Source: an optimization exercise on an open RTL-to-GDS flow (aim: small area, a short achievable clock period and few clock cycles). Production flows keep margins and buffers that such runs may drop.
Only simulation tests tie the RTL to the original design; equivalence was not proved.
Power is estimated from default activity; no workload was simulated.

==> flow/design.v (excerpt) <==
module franklin_rx (
    input  wire       clk,
    input  wire       rst,           
    input  wire       in_valid,
    input  wire       in_timeout,
    input  wire [7:0] in_byte,
    output wire       in_ready,
    output reg        tx_valid,
    output wire [7:0] tx_byte,
    output reg        ind_valid,
    input  wire       ind_ready,
    output reg        ind_dispatch,
    output reg  [7:0] ind_data,
    output reg        ind_last,
    input  wire [1:0] verdict
);
Settings: LEC_CHECK=0, CAP_MARGIN=20, CORE_MARGIN=2, CORE_UTILIZATION=50, CTS_CLUSTER_DIAMETER=100, CTS_CLUSTER_SIZE=20, PLACE_DENSITY=0.65, SLEW_MARGIN=20; clock period 10.0 ns.
standard.sh (not shown) runs the stock make flow with config.mk's settings and CLKGATE_MAP_FILE= SYNTH_SCRIPT=/design/flow/synth_recipe.tcl, a recipe that flattens the netlist after the stock synthesis.
==> flow/flow/run.sh <==
#!/bin/bash
# The standard layout (the standard.sh: standard synthesis, floorplan,
# placement, CTS, routing), with the setup repair steps aiming for more slack
# than the clock period needs, so that they shorten the critical paths.
set -euo pipefail
export SETUP_SLACK_MARGIN=7.2
bash standard.sh > standard.log 2>&1
Testbench counts at the start, summed over its fixed seeds: cycles 80,353.
Edit:
--- a/flow/flow/run.sh
+++ b/flow/flow/run.sh
@@ -6 +6 @@
-export SETUP_SLACK_MARGIN=7.2
+export SETUP_SLACK_MARGIN=7.0
CTS_CLUSTER_SIZE = 24   (was 20)
What happened: Combinational power drops by a few percent. Core utilization fell by 1.2 points. Cell area goes down by a few percent. Wire length is lower slightly.
Edit:
--- a/flow/flow/run.sh
+++ b/flow/flow/run.sh
@@ -6 +6 @@
-export SETUP_SLACK_MARGIN=7.0
+export SETUP_SLACK_MARGIN=6.8
CTS_CLUSTER_SIZE = 20   (was 24)
=> The changed run passed the timing, DRC and antenna checks; worst setup slack is worse by 0.020 ns; cell area drops by 0.42%; non-clock buffer count drops by 25; core utilization drops by 0.23 points; maximum frequency drops by 0.62%; sequential cell count does not change; combinational power drops by 6.8%; clock skew drops by 0.0034 ns.
Edit:
--- a/flow/flow/run.sh
+++ b/flow/flow/run.sh
@@ -6 +6 @@
-export SETUP_SLACK_MARGIN=6.8
+export SETUP_SLACK_MARGIN=7.0
First-iteration DRC count rose by 7.1%; global-route usage is about the same; sequential share of layout area decreases by 0.47 points; routed wire length came out higher by 0.32%; register-to-register slack is better by 0.15 ns.

---

Setup of run 1:
franklin_rx again, from the RTL that the note above started with.
Settings: LEC_CHECK=0, CAP_MARGIN=0, CORE_MARGIN=2, CORE_UTILIZATION=50, CTS_CLUSTER_DIAMETER=100, CTS_CLUSTER_SIZE=20, PLACE_DENSITY=0.65, SLEW_MARGIN=0; clock period 10.0 ns.
==> flow/flow/run.sh <==
#!/bin/bash
# The standard layout (the standard.sh: standard synthesis, floorplan,
# placement, CTS, routing), with the setup repair steps aiming for more slack
# than the clock period needs, so that they shorten the critical paths.
set -euo pipefail
export SETUP_SLACK_MARGIN=7.0
bash standard.sh > standard.log 2>&1
Run 1 | status: complete | timing, DRC, antenna: pass
Testbench counts of run 1, summed over its fixed seeds: cycles 80,353.
Relative to run 1, the following input files were edited for run 2:
diff --git a/flow/config.mk b/flow/config.mk
--- a/flow/config.mk
+++ b/flow/config.mk
@@ -6,5 +6,5 @@
 export NUM_CORES = 4
 export LEC_CHECK = 0
-export CAP_MARGIN = 0
+export CAP_MARGIN = 10
 export CORE_MARGIN = 2
 export CORE_UTILIZATION = 50
@@ -12,3 +12,3 @@
 export CTS_CLUSTER_SIZE = 20
 export PLACE_DENSITY = 0.65
-export SLEW_MARGIN = 0
+export SLEW_MARGIN = 10
==> summary.txt <==
Number of input and output port buffers inserted delta (run 1 -> run 2): insignificant. From run 1 to run 2, count of buffer and inverter cells on the critical path did not move at all. As far as non-clock buffer count goes, run 1 and run 2 are indistinguishable; the numbers are identical. Run 1 -> run 2: aggregate global-route resource usage delta 0, exact match. Re count of flip-flops with a built-in enable after synthesis: no difference whatsoever between run 2 and run 1. CTS buffer count: run 2 vs run 1 identical.
Edits applied to the flow inputs when going from run 2 to run 3:
diff --git a/flow/config.mk b/flow/config.mk
--- a/flow/config.mk
+++ b/flow/config.mk
@@ -6,9 +6,9 @@
 export NUM_CORES = 4
 export LEC_CHECK = 0
-export CAP_MARGIN = 10
+export CAP_MARGIN = 20
 export CORE_MARGIN = 2
-export CORE_UTILIZATION = 50
+export CORE_UTILIZATION = 45
 export CTS_CLUSTER_DIAMETER = 100
 export CTS_CLUSTER_SIZE = 20
-export PLACE_DENSITY = 0.65
-export SLEW_MARGIN = 10
+export PLACE_DENSITY = 0.6
+export SLEW_MARGIN = 20
==> summary.txt <==
- The run showing the smaller die area is run 2.
- Diff run 2 -> run 3 | cell area after layout | increase of 0.46%
- Looking at final weighted congestion in routability-driven placement across run 3 and run 2, the one that comes out lower is run 3.
- Number of synthesized flops with an enable pin essentially unchanged between run 2 and run 3.
- On register-to-register slack, run 3 does worse than run 2.
- Final routed wirelength across all metal layers: run 3 vs run 2 up about 2.8%
- Run 2 has a lower post-route clock period utilization than run 3.
- Between run 2 and run 3, share of post-route cells with drive strength above 1 increased.
- Compared run 2 against run 3; via count of the first global-routing pass within noise.

==> re-timing with driven ports <==
Ports are ideal in the flow. The routed layouts listed here were re-timed in OpenROAD. Step 1 sets driving cells, clkbuf_16 on the clock port and buf_2 on the other inputs (assumed; they add their load-dependent delay and slew). Step 2 times the ports against the registers' clock, not the clock port: input delays grow and output delays shrink by t, the midpoint of the rising clock arrivals with the driver on. Slacks: no drivers / after step 1 / after step 2; pairs: no drivers / after step 1.
| run | shift t [ns] | setup slack, ns | hold slack, ns | worst setup path after step 2 |
|---|---|---|---|---|
| the first run of note 1 | 0.748 | 6.856 / 6.779 / 6.380 | 0.459 / 0.459 / 0.459 | input to register |
| the second run of note 1 | 0.739 | 6.839 / 6.772 / 6.322 | 0.427 / 0.427 / 0.427 | input to register |
| the third run of note 1 | 0.753 | 6.819 / 6.759 / 6.202 | 0.437 / 0.437 / 0.437 | input to register |
| the fourth run of note 1 | 0.756 | 6.847 / 6.780 / 6.341 | 0.430 / 0.430 / 0.430 | input to register |
| run 1 | 0.750 | 6.831 / 6.762 / 6.346 | 0.433 / 0.433 / 0.433 | input to register |
| run 2 | 0.750 | 6.831 / 6.762 / 6.346 | 0.433 / 0.433 / 0.433 | input to register |
| run 3 | 0.752 | 6.798 / 6.726 / 6.313 | 0.444 / 0.444 / 0.444 | input to register |
After both steps setup and hold are still met in every run listed. For the third run of note 1, which loses most, drivers alone change the setup slack by -0.060 ns; drivers and shift together by -0.617 ns.
